This design comes from an exercise in tuning for small area, a short achievable clock period and few clock cycles per item on the open sky130 flow, not from production work. The RTL was checked by simulation tests, not by an equivalence proof against the original design.

File: design/flow/config.mk
export PLATFORM = sky130hd
export DESIGN_NAME = gf251_encode
export DESIGN_NICKNAME = gf251_encode
export VERILOG_FILES = /design/flow/design.v
export SDC_FILE = /design/flow/constraint.sdc
export NUM_CORES = 4
export LEC_CHECK = 0
export CAP_MARGIN = 20
export CORE_MARGIN = 2
export CORE_UTILIZATION = 40
export PLACE_DENSITY = 0.6
export SLEW_MARGIN = 20
File: design/flow/design.v
module gf251_mul (
    input  wire [10:0] q,
    output wire [7:0]  p
);
    wire [8:0] s = q[10:8] * 3'd5 + q[7:0];           
    assign p = (s >= 9'd251) ? s - 9'd251 : s[7:0];
endmodule
module gf251_encode (
    input  wire         clk,
    input  wire         rst,
    input  wire         start,
    input  wire [3:0]   k,
    input  wire [7:0]   n,
    input  wire [7:0]   r,
    input  wire [111:0] px,         
    output wire         ready,
    output wire         out_valid,
    input  wire         out_ready,
    output wire         out_last,
    output wire         out_err,
    output wire [7:0]   out_m,      
    output wire [7:0]   out_d       
);
    function [7:0] norm8(input [7:0] v);
        begin
            norm8 = (v >= 8'd251) ? v - 8'd251 : v;
        end
    endfunction
    function [8:0] lfold(input [9:0] u);
        begin
            lfold = u[7:0] + u[9:8] * 3'd5;
        end
    endfunction
    function [7:0] canon(input [9:0] u);
        begin
            canon = (u >= 10'd502) ? u - 10'd502 : (u >= 10'd251) ? u - 10'd251 : u[7:0];
        end
    endfunction
    function [8:0] cmul(input [9:0] u, input [2:0] c);
        reg [12:0] v;
        begin
            v = u * c;
            cmul = v[7:0] + v[12:8] * 3'd5;
        end
    endfunction
    reg        rdy;           
    wire       pend = ~rdy;   
    reg [2:0]  pc;            
    reg [15:0] PR;            
    reg [10:0] PQ;            
    reg [7:0]  P [0:13];
    reg [7:0]  R;             
    reg [7:0]  B0;
    reg [3:0]  KK;
    reg [7:0]  NN;
    reg        bad;
    wire       prep_done = (pc == 3'd5);
    wire [15:0] mul_prod = R * ((pc == 3'd1) ? P[0] : P[1]);
    wire [10:0] mul_q    = PR[15:8] * 3'd5 + PR[7:0];           
    wire [7:0]  mul_p;
    gf251_mul u_mul (.q(PQ), .p(mul_p));
    localparam E_IDLE = 3'd0;
    localparam E_CONV = 3'd1;
    localparam E_STEP = 3'd2;
    localparam E_OUT  = 3'd3;
    localparam E_ERR  = 3'd4;
    reg [2:0]  est;
    reg [2:0]  s;
    reg [3:0]  ek;
    reg [7:0]  cnt;           
    reg        is_last;       
    reg [8:0]  F [0:7];       
    reg [8:0]  G [0:7];
    reg        v0, v1;
    reg [7:0]  m0, d0, m1, d1;
    reg        l0, e0, l1, e1;
    wire pop      = v0 & out_ready;
    wire push     = ((est == E_OUT) || (est == E_ERR)) && !v1;
    wire eng_free = (est == E_IDLE) || (push && is_last);
    wire launch   = pend && prep_done && eng_free;
    wire last_s   = ({1'b0, s} == ek - 4'd1);
    wire release_p = (launch && (bad || KK == 4'd3)) || (est == E_CONV && last_s);
    wire estep    = (est == E_STEP) || (est == E_OUT && push);
    wire conv     = (est == E_CONV);
    wire perr     = (est == E_ERR);
    wire [9:0] sumF [0:6];    
    wire [9:0] sumG [0:6];
    genvar t;
    generate
        for (t = 0; t < 7; t = t + 1) begin : g_sum
            assign sumF[t] = {1'b0, F[t]} + {1'b0, F[t+1]};
            assign sumG[t] = {1'b0, G[t]} + {1'b0, G[t+1]};
        end
    endgenerate
    wire [7:0] nextF0 = canon(sumF[0]);
    wire [7:0] nextG0 = canon(sumG[0]);
    wire [3:0] gidx  = launch ? KK : ek + {1'b0, s} - 4'd2;
    wire [2:0] fidx  = launch ? 3'd2 : s;
    wire [7:0] feedF = norm8(P[fidx]);
    wire [7:0] feedG = norm8(P[gidx]);
    assign ready = rdy;
    integer q;
    always @(posedge clk) begin
        if (!pend) begin
            for (q = 0; q < 14; q = q + 1) P[q] <= px[8*q +: 8];
            R  <= r;
            KK <= k;
            NN <= n;
        end else begin
            case (pc)
                3'd0: begin
                    P[0] <= (norm8(P[0]) == 8'd0) ? 8'd1 : norm8(P[0]);
                    P[1] <= (norm8(P[1]) == 8'd0) ? 8'd1 : norm8(P[1]);
                    R    <= 8'd251 - R;
                    bad  <= (KK < 4'd3) || (KK > 4'd8) || (NN < {4'd0, KK}) || (NN > 8'd250);
                end
                3'd1: PR <= mul_prod;
                3'd2: begin
                    PQ <= mul_q;
                    PR <= mul_prod;
                end
                3'd3: begin
                    B0 <= mul_p;
                    PQ <= mul_q;
                end
                3'd4: R  <= mul_p;
                default: ;
            endcase
        end
        if (launch) begin
            F[0] <= {1'b0, feedF};
            F[1] <= {1'b0, P[0]} + {1'b0, P[1]};
            F[2] <= {P[0], 1'b0};
            G[0] <= {1'b0, feedG};
            G[1] <= {1'b0, B0} + {1'b0, R};
            G[2] <= {B0, 1'b0};
            for (q = 3; q < 8; q = q + 1) begin
                F[q] <= 9'd0;
                G[q] <= 9'd0;
            end
        end else if (conv) begin
            F[0] <= {1'b0, feedF};
            G[0] <= {1'b0, feedG};
            F[1] <= {1'b0, nextF0};
            G[1] <= {1'b0, nextG0};
            for (q = 2; q < 8; q = q + 1) begin
                F[q] <= cmul(sumF[q-1], q);
                G[q] <= cmul(sumG[q-1], q);
            end
        end else if (estep) begin
            F[0] <= {1'b0, nextF0};
            G[0] <= {1'b0, nextG0};
            for (q = 1; q < 7; q = q + 1) begin
                F[q] <= lfold(sumF[q]);
                G[q] <= lfold(sumG[q]);
            end
        end
        if (launch) begin
            ek      <= KK;
            cnt     <= NN;
            is_last <= (NN == 8'd1);
            s       <= 3'd3;
        end else begin
            if (conv) s <= s + 3'd1;
            if (push) begin
                cnt     <= cnt - 8'd1;
                is_last <= (cnt == 8'd2);
            end
        end
        if (!v0 || pop) begin
            if (v1) begin
                m0 <= m1; d0 <= d1; l0 <= l1; e0 <= e1;
            end else begin
                m0 <= F[0][7:0]; d0 <= G[0][7:0]; l0 <= is_last | perr; e0 <= perr;
            end
        end
        if (!v1) begin
            m1 <= F[0][7:0]; d1 <= G[0][7:0]; l1 <= is_last | perr; e1 <= perr;
        end
        if (rst) begin
            rdy <= 1'b1;
            pc  <= 3'd0;
            est <= E_IDLE;
            v0  <= 1'b0;
            v1  <= 1'b0;
        end else begin
            if (!pend) begin
                rdy <= ~start;
                pc  <= 3'd0;
            end else begin
                if (!prep_done) pc <= pc + 3'd1;
                if (release_p) rdy <= 1'b1;
            end
            case ({v1, v0})
                2'b00: v0 <= push;
                2'b01: begin
                    if (push && !pop) v1 <= 1'b1;
                    if (!push && pop) v0 <= 1'b0;
                end
                default: if (pop) v1 <= 1'b0;
            endcase
            if (launch) begin
                est <= bad ? E_ERR : (KK == 4'd3) ? E_STEP : E_CONV;
            end else begin
                case (est)
                    E_CONV: if (last_s) est <= E_STEP;
                    E_STEP: est <= E_OUT;
                    E_OUT:  if (push && is_last) est <= E_IDLE;
                    E_ERR:  if (push) est <= E_IDLE;
                    default: est <= E_IDLE;
                endcase
            end
        end
    end
    assign out_valid = v0;
    assign out_last  = l0;
    assign out_err   = e0;
    assign out_m     = m0;
    assign out_d     = d0;
endmodule
File: design/flow/run.sh
#!/bin/bash
# synth_recipe.tcl (not shown) runs the flow's synth.tcl, then flattens the netlist and writes it again
# the make line also repeats each setting of config.mk as NAME=value (left out here)
make -C /OpenROAD-flow-scripts/flow DESIGN_CONFIG=/design/flow/config.mk WORK_HOME=/design/flow/orfs CLKGATE_MAP_FILE= SYNTH_SCRIPT=/design/flow/synth_recipe.tcl finish
File: design/flow/constraint.sdc
create_clock -name core_clock -period 22.0 [get_ports {clk}]
set_input_delay 4.4000 -clock core_clock [delete_from_list [all_inputs] [get_ports {clk}]]
set_output_delay 4.4000 -clock core_clock [all_outputs]
set_load 0.01 [all_outputs]
==> qor.txt <==
Routed Antenna Nets: 0
Area after DPL: 0.0396 sq mm
area of the core: 0.0915 sq mm
Post-CTS Setup Inserts: 0
most frequent cells after synthesis: ha_1 (560), inv_1 (400), a21oi_1 (286)
TritonCTS Sinks: 371
TritonCTS Buffers: 48
Worst Path Max Fanout: 6
CP max-delay cell: fa_1
ant diodes: 0
die width: 307 um
critical path arrival: 6860 ps
Die Y: 307 um
synth warn: 4
Fillers: 8,768
total gr overflow: 0
crit-path most repeated cell: a21oi_1
post-synthesis cell area: 0.0368 sq mm
FFs w/ async S/R, synth: 0
count leader, synth: ha_1
Max Cap Viol: 0
Total Routing Usage GR: 0.219
RSZ-0062 raised after global routing: false
endpoint class of the critical path: flip-flop
CTS tree: yes
R2R setup slack: 15,570 ps
Hold Fails Final Rpt: 0
Port-buffer cells: 155
adder-cell share of the synthesized area: 0.262
Seq cells post-synth: 371
vias in the first global route: 29,130
Req. time, crit path: 22,420 ps
share of the synthesized area in the top cell type: 0.203
initial antenna violation count: 2
first-pass GRT wire length: 164,000 um
top post-synthesis cells by area: edfxtp_1 (20%), ha_1 (19%), fa_1 (7.1%)
Max Freq: 155 MHz
post-cts sizing count: 0
GP Congestion: 0.965
Starting Density: 0.402
Fin Hold WS: 465 ps
top_reg_cell synth: edfxtp_1
Final Cycle Share: 0.292
startpoint types: flip-flop
Final nets: 4,862
# DRC: 0
final wirelength: 104,000 um
die footprint: 0.0945 sq mm
Clk Latency, worst-skew pair: 600 ps
Compound-Gate Fraction of Synth Area: 0.195
clk slew on worst S/H paths: 60 ps
xor/xnor share of the synthesized area: 0.0805
endpoints failing setup: 0
mux contribution to synthesized area: 0.0263
setup TNS: 0 ps
Vias: 29,327
Finished Cell Area: 0.0413 sq mm
TritonRoute pass-1 iters: 8
min Tclk post-route: 6430 ps
area leader, netlist: edfxtp_1
largest net degree at the start of global routing: 82
Final Max Tran Viols: 0
I/O pins: 156
worst-margin pin slew: 1120 ps
status: complete, no violations
syn_area_per_cell: 9.36 sq um
EDFF count, synth: 249
Synth cell types: 111
Slew HR: 0.249
share of post-route cells with drive strength above 1: 0.0503
detailed placer's ending HPWL: 80,700 um
simple-gate share of the synthesized area: 0.111
drt wl/cell: 19.8 um
clock root buffer: clkbuf_16
Crit Path Class: flip-flop to flip-flop
Synth Net Count: 4,760
register area share after synthesis: 0.269
crit-path max cell delay: 520 ps
H-tree depth: 2
Vias/cell: 5.57
final clock skew: 35.4 ps
CTS max path bufs: 3
starting DRC count in detailed routing: 2,005
Area Growth Syn to Fin: 12.1%
Syn Inst Count: 3,934
worst hold-check path type: flip-flop to flip-flop
largest family of logic cells by synthesized area: adder cells
Cell Rows: 111
hold_buf cts: 0
registers in the layout, summed over array words and instances (netlist names), 3 cells and up:
name / cells
m1: 8
m0: 8
R: 8
KK: 4
est: 3
s: 3
ek: 4
d0: 8
G: 71
d1: 8
F: 71
pc: 3
PQ: 11
NN: 8
PR: 16
P: 112
cnt: 8
B0: 8
final timing paths:
check / startpoint / to / cells after the start
max: F[6][0] / F[7][7] / 29
min: F[7][0] / F[7][0] / 2
max reg2reg: F[6][0] / F[7][7] / 29
min reg2reg: F[7][0] / F[7][0] / 2
cells in the final DEF, fill, tap and decap left out, types with 23 or more instances in the layout:
cell type | synthesis | layout
a211oi_1 | 49 | 49
a21o_1 | 141 | 141
a21oi_1 | 286 | 285
a221oi_1 | 23 | 23
a22oi_1 | 23 | 23
a31oi_1 | 31 | 31
buf_4 | 1 | 32
clkbuf_16 | 0 | 51
clkdlybuf4s50_1 | 0 | 155
dfxtp_1 | 122 | 121
edfxtp_1 | 249 | 249
fa_1 | 130 | 130
ha_1 | 560 | 560
inv_1 | 400 | 400
mux2_2 | 40 | 40
mux2i_1 | 47 | 47
nand2_1 | 212 | 209
nand2b_1 | 44 | 44
nand3_1 | 56 | 55
nor2_1 | 235 | 233
nor2b_1 | 90 | 89
nor3_1 | 45 | 44
o21a_1 | 33 | 33
o21ai_0 | 202 | 202
o21bai_1 | 64 | 64
o22ai_1 | 28 | 28
xnor2_1 | 234 | 234
xor2_1 | 94 | 94
through the flow:
| stage | utilization | std cells | setup slack, ps |
|---|---|---|---|
| 2_1_floorplan | - | 3934 | 14890 |
| 3_3_place_gp | 0.433 | 5172 | 15690 |
| 3_5_place_dp | 0.433 | 5172 | 15570 |
| 4_1_cts | 0.451 | 5262 | 15520 |
| 5_1_grt | 0.451 | 5262 | 15020 |
| 6_report | 0.451 | 5262 | 15570 |
routing by layer:
layer / GRT usage / wire (um) / up-vias
met1: 0.299 / 47000 / 13863
met3: 0.0317 / 6480 / 203
met5: 0 / 13 / -
li1: - / - / 14365
met4: 0.0707 / 3470 / 2
met2: 0.356 / 47100 / 894
worst max-delay path, delay by kind of cell (launching register included):
family / cells / cell delay, ps
adder cells (fa/ha/maj): 7 / 2570
AO/OA/AOI/OAI: 13 / 2230
XOR/XNOR: 3 / 580
flip-flops: 1 / 330
buffers and inverters: 4 / 290
AND/OR/NAND/NOR: 2 / 250
cell families after synthesis:
group / count (synthesis)
compound gates: 1080
simple gates: 828
fa+ha+maj: 693
buf+inv: 540
flops: 371
xor+xnor: 332
mux: 90
layout make-up:
type / instances / area [sq um] / share of cell area
clock buffer: 59 / 1340 / 0.0324
clock inverter: 31 / 335 / 0.00812
inverter: 405 / 1520 / 0.0369
multi-input combinational: 3023 / 24900 / 0.603
sequential: 371 / 9920 / 0.240
tap: 1186 / 1480 / 0.0359
timing repair buffer: 187 / 1790 / 0.0434
Testbench counts, summed over its fixed seeds: cycles 4,690, items 3,482.

==> re-timing with driven ports <==
The results above use ideal ports. As a check the final layout listed here was re-extracted and re-timed, cells and wires unchanged. Step 1, drivers: a clkbuf_16 drives clk and a buf_2 each remaining input, both assumed. Step 2 moves the port delays by t, midway between the first and last clock arrival at a register: inputs arrive t later, outputs are due t later. That takes back most of the time a late clock gives input paths. Slacks: no drivers / after step 1 / after step 2; pairs: no drivers / after step 1.
t (ns): 0.649
setup slack, ns: 15.569 / 15.569 / 15.569
pins driven straight from the clock port: 1
After both steps this run still meets setup and hold. The setup slack of this run moves by 0.000 ns with the drivers and by 0.000 ns with both steps.
